Source: an optimization exercise on an open RTL-to-GDS flow (aim: a short achievable clock period and few clock cycles per item). Production flows keep margins and buffers that such runs may drop. Where RTL was checked, it was by simulation tests only, not by an equivalence proof against the original. The flow treats the clock pin as an ideal source. Dropping or thinning the clock tree relies on that and would not hold on a real chip. Power is estimated from default activity; no workload was simulated.

## main
Design consolls_core, start of the top module:
module consolls_core (
    input  wire        clk,
    input  wire        rst,
    input  wire        step_valid,
    output wire        step_ready,
    output wire        done,
    output reg         halted,
    output reg  [2:0]  cause,
    output reg  [15:0] fault_ip,
    output reg  [15:0] info,
    output reg  [2:0]  info_n,
    output reg         mem_req,
    output reg         mem_we,
    output reg  [15:0] mem_addr,
    output reg  [7:0]  mem_wdata,
    input  wire        mem_ready,
    input  wire [7:0]  mem_rdata
);
    localparam [2:0] C_NONE  = 3'd0,
                     C_OOB   = 3'd1,
                     C_INVOP = 3'd2,
                     C_DIV0  = 3'd3,
                     C_SHIFT = 3'd4;
    localparam integer J_R0  = 0,  J_R1  = 1,  J_T   = 2,
                       J_F1L = 3,  J_F1H = 4,  J_F2L = 5,  J_F2H = 6,
                       J_F3L = 7,  J_F3H = 8,
                       J_XL  = 9,  J_XH  = 10, J_YL  = 11, J_YH  = 12,
                       J_PL  = 13, J_PH  = 14,
                       J_WIL = 15, J_WIH = 16, J_WRL = 17, J_WRH = 18;
    localparam integer NJ = 19;
    reg st_idle, st_run, st_done;
    reg clr;               
    assign step_ready = st_idle;
    assign done       = st_done;
    reg [NJ-1:0] iss;      
    reg [14:0]   vld;      
    reg [NJ-1:0] rone;     
    reg [14:0]   pone;     
    reg          pfwd;     
    reg          psel;     
    reg [15:0] ip;
    reg [7:0]  tag;
    reg [15:0] f1, f2, f3;
    reg [15:0] x, y, p;
    reg [15:0] fa;         
    reg clsv;
    reg d_bad, d_wide, d_w3, d_w5, d_w7;
    reg d_bin, d_add, d_sub, d_mul, d_div, d_and, d_or, d_xor;
    reg d_not, d_lsh, d_rsh, d_jumpv, d_jump, d_cjump, d_cmp, d_setv;
    reg d_copy, d_get, d_set, d_nop;
    reg [2:0] d_width;
    wire [7:0] tb = mem_rdata;
    always @(posedge clk) begin
        if (pone[J_T]) begin
            d_bad   <= !((tb >= 8'h01) && (tb <= 8'h20));
            d_wide  <= (tb >= 8'h08 && tb <= 8'h0E) || tb == 8'h15 || tb == 8'h17 ||
                       tb == 8'h19 || tb == 8'h1B || tb == 8'h1D || tb == 8'h1F;
            d_bin   <= (tb >= 8'h01) && (tb <= 8'h0E);
            d_add   <= tb == 8'h01 || tb == 8'h08;
  ...
clock: 28.0 ns
lec_check: 0
cap_margin: 20
core_margin: 2
core_utilization: 40
slew_margin: 20
standard.sh (not shown) runs the stock make flow with config.mk's settings and CLKGATE_MAP_FILE= SYNTH_SCRIPT=/design/flow/synth_recipe.tcl, a recipe that flattens the netlist after the stock synthesis.
==> flow/flow/run.sh <==
#!/bin/bash
set -euo pipefail
bash standard.sh SETUP_SLACK_MARGIN=23 finish > standard_flow.log 2>&1
Having completed the whole flow, main delivered a layout that passed the timing, design-rule and antenna checks.
Testbench counts of main, summed over its fixed seeds: cycles 177,255, steps 9,600.
Setup changes, main to the feature branch
--- a/flow/design.v
+++ b/flow/design.v
@@ -254,31 +254,35 @@
                     end
                 end
             end
             dec_ok = !stop && !dec_fail;
         end
     end
     reg        dv_busy, dv_done;
-    reg [3:0]  dv_cnt;
+    reg [2:0]  dv_cnt;
     reg [15:0] dv_q;       
     reg [15:0] dv_r;       
-    reg [17:0] dv_d3;      
-    wire [17:0] dv_R  = {dv_r, dv_q[15:14]};
-    wire [18:0] dv_t1 = {1'b0, dv_R} - {3'b0, y};
-    wire [18:0] dv_t2 = {1'b0, dv_R} - {2'b0, y, 1'b0};
-    wire [18:0] dv_t3 = {1'b0, dv_R} - {1'b0, dv_d3};
-    reg  [1:0]  dv_qd;
+    reg [19:0] dv_m [1:15];
+    wire [19:0] dv_R = {dv_r, dv_q[15:12]};
+    reg  [3:0]  dv_qd;
     reg  [15:0] dr_n;
+    reg  [20:0] dv_t;
+    integer m;
     always @(*) begin
-        if (!dv_t3[18])      begin dv_qd = 2'd3; dr_n = dv_t3[15:0]; end
-        else if (!dv_t2[18]) begin dv_qd = 2'd2; dr_n = dv_t2[15:0]; end
-        else if (!dv_t1[18]) begin dv_qd = 2'd1; dr_n = dv_t1[15:0]; end
-        else                 begin dv_qd = 2'd0; dr_n = dv_R[15:0];  end
+        dv_qd = 4'd0;
+        dr_n  = dv_R[15:0];
+        for (m = 1; m < 16; m = m + 1) begin
+            dv_t = {1'b0, dv_R} - {1'b0, dv_m[m]};
+            if (!dv_t[20]) begin
+                dv_qd = m[3:0];
+                dr_n  = dv_t[15:0];
+            end
+        end
     end
-    wire [15:0] dq_n = {dv_q[13:0], dv_qd};
+    wire [15:0] dq_n = {dv_q[11:0], dv_qd};
     reg [15:0] prod;
     reg        prodv;
     always @(posedge clk) begin
         prod  <= x * y;
         prodv <= xall & yall & ~clr;
     end
     wire [15:0] shl = x << f2[3:0];
@@ -464,14 +468,15 @@
     always @(posedge clk) begin
         pone <= (mem_req & mem_ready & ~mem_we) ? rone[14:0] : 15'd0;
         pfwd <= r_eff & (mem_addr[15:1] == 15'd0);
         psel <= mem_addr[0];
         if (clr) begin
             mem_we   <= 1'b0;
             mem_addr <= 16'd0;
+            mem_wdata <= 8'd0;
             rone     <= 19'd1;
             hnext    <= 1'b0;
             iss      <= 19'd1;
             vld      <= 15'd0;
             x        <= 16'd0;
             y        <= 16'd0;
             p        <= 16'd0;
@@ -509,23 +514,24 @@
             if (pone[J_YL])  y[7:0]   <= rbyte;
             if (pone[J_YH])  y[15:8]  <= rbyte;
             if (pone[J_PL])  p[7:0]   <= rbyte;
             if (pone[J_PH])  p[15:8]  <= rbyte;
             if (st_run && d_div && clsv && xall && yall && !dv_busy && !dv_done &&
                 y != 16'd0) begin
                 dv_busy <= 1'b1;
-                dv_cnt  <= d_wide ? 4'd8 : 4'd4;
+                dv_cnt  <= d_wide ? 3'd4 : 3'd2;
                 dv_q    <= d_wide ? x : {x[7:0], 8'd0};
                 dv_r    <= 16'd0;
-                dv_d3   <= {2'b0, y} + {1'b0, y, 1'b0};
+                for (m = 1; m < 16; m = m + 1)
+                    dv_m[m] <= y * m[3:0];
             end else if (dv_busy) begin
                 dv_q   <= dq_n;
                 dv_r   <= dr_n;
-                dv_cnt <= dv_cnt - 4'd1;
-                if (dv_cnt == 4'd1) begin
+                dv_cnt <= dv_cnt - 3'd1;
+                if (dv_cnt == 3'd1) begin
                     dv_busy <= 1'b0;
                     dv_done <= 1'b1;
                 end
             end
         end
     end
 endmodule
==> comparison <==
The feature branch reached the end of the flow, and the finished layout is clean on the timing, design-rule and antenna checks. The feature branch gives less fraction of the yosys area taken by sequential cells than main did. Cell count after placement went up by more than half going from main to the feature branch. Relative to main, total power consumption of the routed design has gone up in the feature branch. The worst setup timing slack at the placement stage of main and that of the feature branch are within noise of each other. Looking at clock-buffer cell count, the feature branch sits 31 higher than main does. The first-iteration DRC count of the feature branch is higher than that of main.
No functional check of the RTL was part of the feature branch.

* * *

consolls_core, a different RTL version from the one above (not shown whole).
For scale: roughly 6200 cells after synthesis, ~79 I/O pins, roughly 0.051 mm² of cells after synthesis.
export LEC_CHECK = 0
export CAP_MARGIN = 20
export CORE_MARGIN = 2
export CORE_UTILIZATION = 40
export SLEW_MARGIN = 20
create_clock -name core_clock -period 28.0 [get_ports {clk}]
Scripts as last shown in full above: flow/flow/run.sh
The first run produced a clean layout.
Testbench counts at the start, summed over its fixed seeds: cycles 176,422, steps 9,600.
Then changed:
--- a/flow/design.v
+++ b/flow/design.v
@@ -313,46 +313,50 @@
     wire res_lo_rdy = d_div ? dv_done :
                       d_mul ? prodv :
                       d_cmp ? (xall & yall) :
                       d_bin ? (vld[J_XL] & vld[J_YL]) :
                       d_setv ? vld[J_F2L] :
                       vld[J_XL];
     wire res_hi_rdy = d_div ? dv_done :
                       d_mul ? prodv :
                       d_setv ? vld[J_F2H] :
                       (xall & (yall | ~use_y));
+    wire wd_direct_ok = ~d_wide &
+        (((d_and | d_or | d_xor) & pone[J_YL] & vld[J_XL]) |
+         ((d_not | d_lsh | d_rsh | d_copy | d_get) & pone[J_XL]));
     reg [15:0] newip;
     reg        nl_known, nh_known;
     always @(*) begin
         newip = nip;
         nl_known = 1'b1;
         nh_known = 1'b1;
         if (d_jumpv) begin
             newip = f1;
             nl_known = vld[J_F1L];
             nh_known = fv1;
         end else if (d_jump) begin
             newip = x;
             nl_known = vld[J_XL];
             nh_known = xall;
         end else if (d_cjump) begin
             if (x_eq_y) newip = f3;
             nl_known = xall & yall & fv3;
             nh_known = xall & yall & fv3;
         end
     end
-    reg         nx_req, nx_we, nx_fin, nx_wait;
+    reg         nx_req, nx_we, nx_fin, nx_wait, nx_wd_direct;
     reg  [NJ-1:0] nx;      
     reg         found;
     integer j, jj;
     always @(*) begin
         nx_req = 1'b0; nx_we = 1'b0; nx_fin = 1'b0; nx_wait = 1'b0;
+        nx_wd_direct = 1'b0;
         nx = {NJ{1'b0}};
         found = 1'b0;
         if (hnext && hjob[J_WRH] && !res_hi_rdy) begin
             found = 1'b1;
             nx_wait = 1'b1;
         end else if (hnext) begin
             found = 1'b1;
             nx = hjob;
             nx_we = hjob[J_WRH];
             nx_req = hjob[J_WRH] | ma1_in;
@@ -374,22 +378,23 @@
             nx_we = 1'b1;
             if (!iss[J_WIL] && !(nl_known && newip[7:0] == ip[7:0])) begin
                 if (nl_known) begin
                     found = 1'b1; nx[J_WIL] = 1'b1; nx_req = 1'b1;
                 end
             end else if (!iss[J_WIH] && !(nh_known && newip[15:8] == ip[15:8])) begin
                 if (nh_known) begin
                     found = 1'b1; nx[J_WIH] = 1'b1; nx_req = 1'b1;
                 end
             end else if (dst_en && !iss[J_WRL]) begin
-                if (res_lo_rdy) begin
+                if (res_lo_rdy || wd_direct_ok) begin
                     found = 1'b1; nx[J_WRL] = 1'b1; nx_req = 1'b1;
+                    nx_wd_direct = !res_lo_rdy;
                 end
             end else if (!(dst_en && d_wide && !iss[J_WRH]))
                 nx_fin = 1'b1;
         end
     end
     wire nx_l = nx[J_XL] | nx[J_YL] | nx[J_PL];
     wire nx_h = nx[J_XH] | nx[J_YH] | nx[J_PH] | nx[J_WRH];
     wire nx_f = nx[J_F1L] | nx[J_F1H] | nx[J_F2L] | nx[J_F2H] | nx[J_F3L] | nx[J_F3H];
     reg [15:0] nx_addr;
     always @(*) begin
@@ -411,20 +416,30 @@
     wire rd_direct = t_direct | (!hnext & (dx_direct | dp_direct));
     wire [7:0] rd_lo = t_direct ? ip[7:0] :
                        dx_direct ? (d_get ? p[7:0] : f1[7:0]) :
                                    (d_get ? f1[7:0] : f2[7:0]);
     wire nx_hn = (nx[J_XL] & use_x2) | (nx[J_YL] & use_y2) | nx[J_PL] |
                  (nx[J_WRL] & d_wide);
     wire [NJ-1:0] nx_hjob = {nx[J_WRL], 3'b000, nx[J_PL], 1'b0, nx[J_YL], 1'b0,
                              nx[J_XL], 10'd0};
     wire [7:0] rbyte = pfwd ? (psel ? nip[15:8] : nip[7:0]) : mem_rdata;
     wire slot = !mem_req || mem_ready;
+    reg [7:0] wd_direct;
+    always @(*) begin
+        wd_direct = rbyte;                       
+        if (d_and) wd_direct = x[7:0] & rbyte;
+        if (d_or)  wd_direct = x[7:0] | rbyte;
+        if (d_xor) wd_direct = x[7:0] ^ rbyte;
+        if (d_not) wd_direct = ~rbyte;
+        if (d_lsh) wd_direct = rbyte << f2[3:0];
+        if (d_rsh) wd_direct = rbyte >> f2[3:0];
+    end
     always @(posedge clk) begin
         if (rst) begin
             st_idle  <= 1'b1;
             st_run   <= 1'b0;
             st_done  <= 1'b0;
             clr      <= 1'b1;
             halted   <= 1'b0;
             cause    <= C_NONE;
             fault_ip <= 16'd0;
             info     <= 16'd0;
@@ -481,21 +496,21 @@
             y        <= 16'd0;
             p        <= 16'd0;
             clsv     <= 1'b0;
             dv_busy  <= 1'b0;
             dv_done  <= 1'b0;
         end else begin
             clsv <= vld[J_T] | pone[J_T];
             if (slot && !nx_wait) begin
                 mem_we    <= nx_we;
                 mem_addr  <= rd_direct ? {rbyte, rd_lo} : nx_addr;
-                mem_wdata <= nx_wdata;
+                mem_wdata <= nx_wd_direct ? wd_direct : nx_wdata;
                 rone      <= t_direct ? (19'd1 << J_T) : nx;
                 hnext     <= nx_hn & ~t_direct;
                 hjob      <= nx_hjob;
                 iss       <= iss | (t_direct ? (19'd1 << J_T) : nx);
                 if (t_direct)
                     fa <= {mem_rdata, ip[7:0]};
                 else if (nx[J_T] | nx_f)
                     fa <= nx_addr;
             end
             for (k = 0; k < 15; k = k + 1)
The new run finished clean. Fmax is lower by 1.7%. Count of clock-buffer cells in the layout is lower by 4. Total power is lower by 3.4%. Utilization is lower by 1.1 points. Worst hold slack is better by 3.5 ps.
The RTL of the second run of this note was laid out without a check of its function.

* * *

Another version of the RTL of consolls_core (not shown whole).
For scale: about 6100 cells after synthesis, roughly 79 I/O pins, ~50000 um2 of cells after synthesis.
clock: 28.0 ns
lec_check: 0
cap_margin: 20
core_margin: 2
core_utilization: 40
slew_margin: 20
==> flow/flow/run.sh <==
#!/bin/bash
set -euo pipefail
bash standard.sh SETUP_SLACK_MARGIN=23 PRE_CTS_TCL="$PWD/flow/pre_cts.tcl" finish > standard_flow.log 2>&1
Other scripts of this flow, unchanged in this note and not shown: flow/flow/pre_cts.tcl, flow/flow/pre_cts_tree.tcl
Testbench counts at the start, summed over its fixed seeds: cycles 175,164, steps 9,600.
==> next run, changes <==
--- a/flow/design.v
+++ b/flow/design.v
@@ -134,23 +134,23 @@
     reg [14:0] need;
     reg [14:0] rdy;
     always @(*) begin
         need = 15'd0;
         rdy  = 15'd0;
         need[J_R0]  = 1'b1;               rdy[J_R0]  = 1'b1;
         need[J_R1]  = 1'b1;               rdy[J_R1]  = 1'b1;
         need[J_T]   = 1'b1;               rdy[J_T]   = ipv & (ip[15:14] == 2'b00);
         need[J_F1L] = ~clsv | (~d_bad & d_w3);
         need[J_F1H] = ~clsv | (~d_bad & d_w3);
         need[J_F2L] = go & d_w5;
-        need[J_F2H] = go & d_w5 & ~(d_setv & ~d_wide);
+        need[J_F2H] = go & d_w5;
         need[J_F3L] = go & d_w7;
         need[J_F3H] = go & d_w7;
         rdy[J_F1L]  = ipv & fa1_in;
         rdy[J_F1H]  = ipv & fa1_in;
         rdy[J_F2L]  = ipv & fa1_in;
         rdy[J_F2H]  = ipv & fa1_in;
         rdy[J_F3L]  = ipv & fa1_in;
         rdy[J_F3H]  = ipv & fa1_in;
         need[J_XL]  = use_x;              rdy[J_XL]  = xbv & (xbase[15:14] == 2'b00);
         need[J_XH]  = use_x2;             rdy[J_XH]  = 1'b0;    
         need[J_YL]  = use_y;              rdy[J_YL]  = fv2 & (f2[15:14] == 2'b00);
@@ -305,91 +305,85 @@
     wire [15:0] dst = (d_not | d_copy | d_get) ? f2 :
                       d_setv ? f1 :
                       d_set  ? p  : f3;
     wire res_lo_rdy = d_div ? dv_done :
                       d_cmp ? (xall & yall) :
                       d_bin ? (vld[J_XL] & vld[J_YL]) :
                       d_setv ? vld[J_F2L] :
                       vld[J_XL];
     wire res_hi_rdy = d_div ? dv_done :
                       d_setv ? vld[J_F2H] :
                       (xall & (yall | ~use_y));
-    wire wd_direct_ok = d_setv & ~d_wide & pone[J_F2L];
     reg [15:0] newip;
     reg        nl_known, nh_known;
     always @(*) begin
         newip = nip;
         nl_known = 1'b1;
         nh_known = 1'b1;
         if (d_jumpv) begin
             newip = f1;
             nl_known = vld[J_F1L];
             nh_known = fv1;
         end else if (d_jump) begin
             newip = x;
             nl_known = vld[J_XL];
             nh_known = xall;
         end else if (d_cjump) begin
             if (x_eq_y) newip = f3;
-            nl_known = xall & yall & vld[J_F3L];
+            nl_known = xall & yall & fv3;
             nh_known = xall & yall & fv3;
         end
     end
-    reg         nx_req, nx_we, nx_fin, nx_wait, nx_wd_direct;
+    reg         nx_req, nx_we, nx_fin, nx_wait;
     reg  [NJ-1:0] nx;      
     reg         found;
     integer j, jj;
     always @(*) begin
         nx_req = 1'b0; nx_we = 1'b0; nx_fin = 1'b0; nx_wait = 1'b0;
-        nx_wd_direct = 1'b0;
         nx = {NJ{1'b0}};
         found = 1'b0;
         if (hnext && hjob[J_WRH] && !res_hi_rdy) begin
             found = 1'b1;
             nx_wait = 1'b1;
         end else if (hnext) begin
             found = 1'b1;
             nx = hjob;
             nx_we = hjob[J_WRH];
             nx_req = hjob[J_WRH] | ma1_in;
         end else if (dx_direct) begin
             found = 1'b1; nx[J_XL] = 1'b1; nx_req = 1'b1;
         end else if (dp_direct) begin
             found = 1'b1; nx[J_PL] = 1'b1; nx_req = 1'b1;
         end else begin
             for (j = 0; j < 15; j = j + 1) begin
-                if (d_cjump)
-                    jj = (j < 7) ? j : (j < 11) ? j + 2 : (j < 13) ? j - 4 : j;
-                else
-                    jj = (j < 9) ? j : (j < 11) ? j + 4 : j - 2;
+                jj = (j < 9) ? j : (j < 11) ? j + 4 : j - 2;
                 if (!found && need[jj] && !iss[jj] && rdy[jj]) begin
                     found = 1'b1;
                     nx[jj] = 1'b1;
                     nx_req = 1'b1;
                 end
             end
         end
         if (!found && reads_issued && dec_ok) begin
             nx_we = 1'b1;
             if (!iss[J_WIL] && !(nl_known && newip[7:0] == ip[7:0])) begin
                 if (nl_known) begin
                     found = 1'b1; nx[J_WIL] = 1'b1; nx_req = 1'b1;
                 end
             end else if (!iss[J_WIH] && !(nh_known && newip[15:8] == ip[15:8])) begin
                 if (nh_known) begin
                     found = 1'b1; nx[J_WIH] = 1'b1; nx_req = 1'b1;
                 end
             end else if (dst_en && !iss[J_WRL]) begin
-                if (res_lo_rdy || wd_direct_ok) begin
+                if (res_lo_rdy) begin
                     found = 1'b1; nx[J_WRL] = 1'b1; nx_req = 1'b1;
-                    nx_wd_direct = !res_lo_rdy;
                 end
             end else if (!(dst_en && d_wide && !iss[J_WRH]))
                 nx_fin = 1'b1;
         end
     end
     wire nx_l = nx[J_XL] | nx[J_YL] | nx[J_PL];
     wire nx_h = nx[J_XH] | nx[J_YH] | nx[J_PH] | nx[J_WRH];
     wire nx_f = nx[J_F1L] | nx[J_F1H] | nx[J_F2L] | nx[J_F2H] | nx[J_F3L] | nx[J_F3H];
     reg [15:0] nx_addr;
     always @(*) begin
         nx_addr = 16'd0;                      
@@ -479,23 +473,23 @@
             x        <= 16'd0;
             y        <= 16'd0;
             p        <= 16'd0;
             clsv     <= 1'b0;
             dv_busy  <= 1'b0;
             dv_done  <= 1'b0;
         end else begin
             clsv <= vld[J_T] | pone[J_T];
             if (slot && !nx_wait) begin
                 mem_we    <= nx_we;
                 mem_addr  <= rd_direct ? {rbyte, rd_lo} : nx_addr;
-                mem_wdata <= nx_wd_direct ? rbyte : nx_wdata;
+                mem_wdata <= nx_wdata;
                 rone      <= t_direct ? (19'd1 << J_T) : nx;
                 hnext     <= nx_hn & ~t_direct;
                 hjob      <= nx_hjob;
                 iss       <= iss | (t_direct ? (19'd1 << J_T) : nx);
                 if (t_direct)
                     fa <= {mem_rdata, ip[7:0]};
                 else if (nx[J_T] | nx_f)
                     fa <= nx_addr;
             end
             for (k = 0; k < 15; k = k + 1)
                 if (pone[k]) vld[k] <= 1'b1;
Synthesized area goes up by 1.3%.
Cell count rose by 0.49%.
Combinational power is about the same.
Setup slack gains 0.020 ns.
Register-to-register slack improves by 0.07 ns.
Routed wire length goes up by 3.0%.
Sequential power barely changes.
Sequential cell count stays the same.
Testbench counts after the change, summed over its fixed seeds: cycles 175,928, steps 9,600.
In every run of this note, the design's own scripts or RTL, not TritonCTS, make the clock network.

==> separate check: timing with driven ports <==
How much do the figures lean on ideal ports? The routed layouts below were timed once more, with nothing changed but the port constraints.
Step 1, drivers: a clkbuf_16 drives clk and a buf_2 each remaining input, both assumed.
Step 2 moves the port delays by t, midway between the first and last clock arrival at a register: inputs arrive t later, outputs are due t later. That takes back most of the time a late clock gives input paths.
a / b / c = ideal / step 1 / step 2; a / b = the first two.
run | t, ns | setup WS [ns] | clock arrival spread, ns | slew at the worst register clock pin (ns)
main | 0.675 | 21.101 / 21.035 / 21.176 | 0.070 / 0.069 | 0.08 / 0.08
the feature branch | 0.762 | 21.173 / 21.092 / 20.951 | 0.039 / 0.039 | 0.07 / 0.07
the first run of note 2 | 0.732 | 21.246 / 21.164 / 20.995 | 0.041 / 0.041 | 0.07 / 0.07
the second run of note 2 | 0.806 | 21.128 / 21.044 / 20.376 | 0.066 / 0.066 | 0.07 / 0.07
the first run of note 3 | 0.532 | 21.463 / 21.359 / 21.022 | 0.058 / 0.059 | 0.09 / 0.09
the second run of note 3 | 0.543 | 21.483 / 21.328 / 21.071 | 0.046 / 0.045 | 0.09 / 0.09
After both steps every run listed still meets setup and hold. The setup slack of the second run of note 2, which loses most, moves by -0.084 ns with the drivers and by -0.752 ns with both steps.
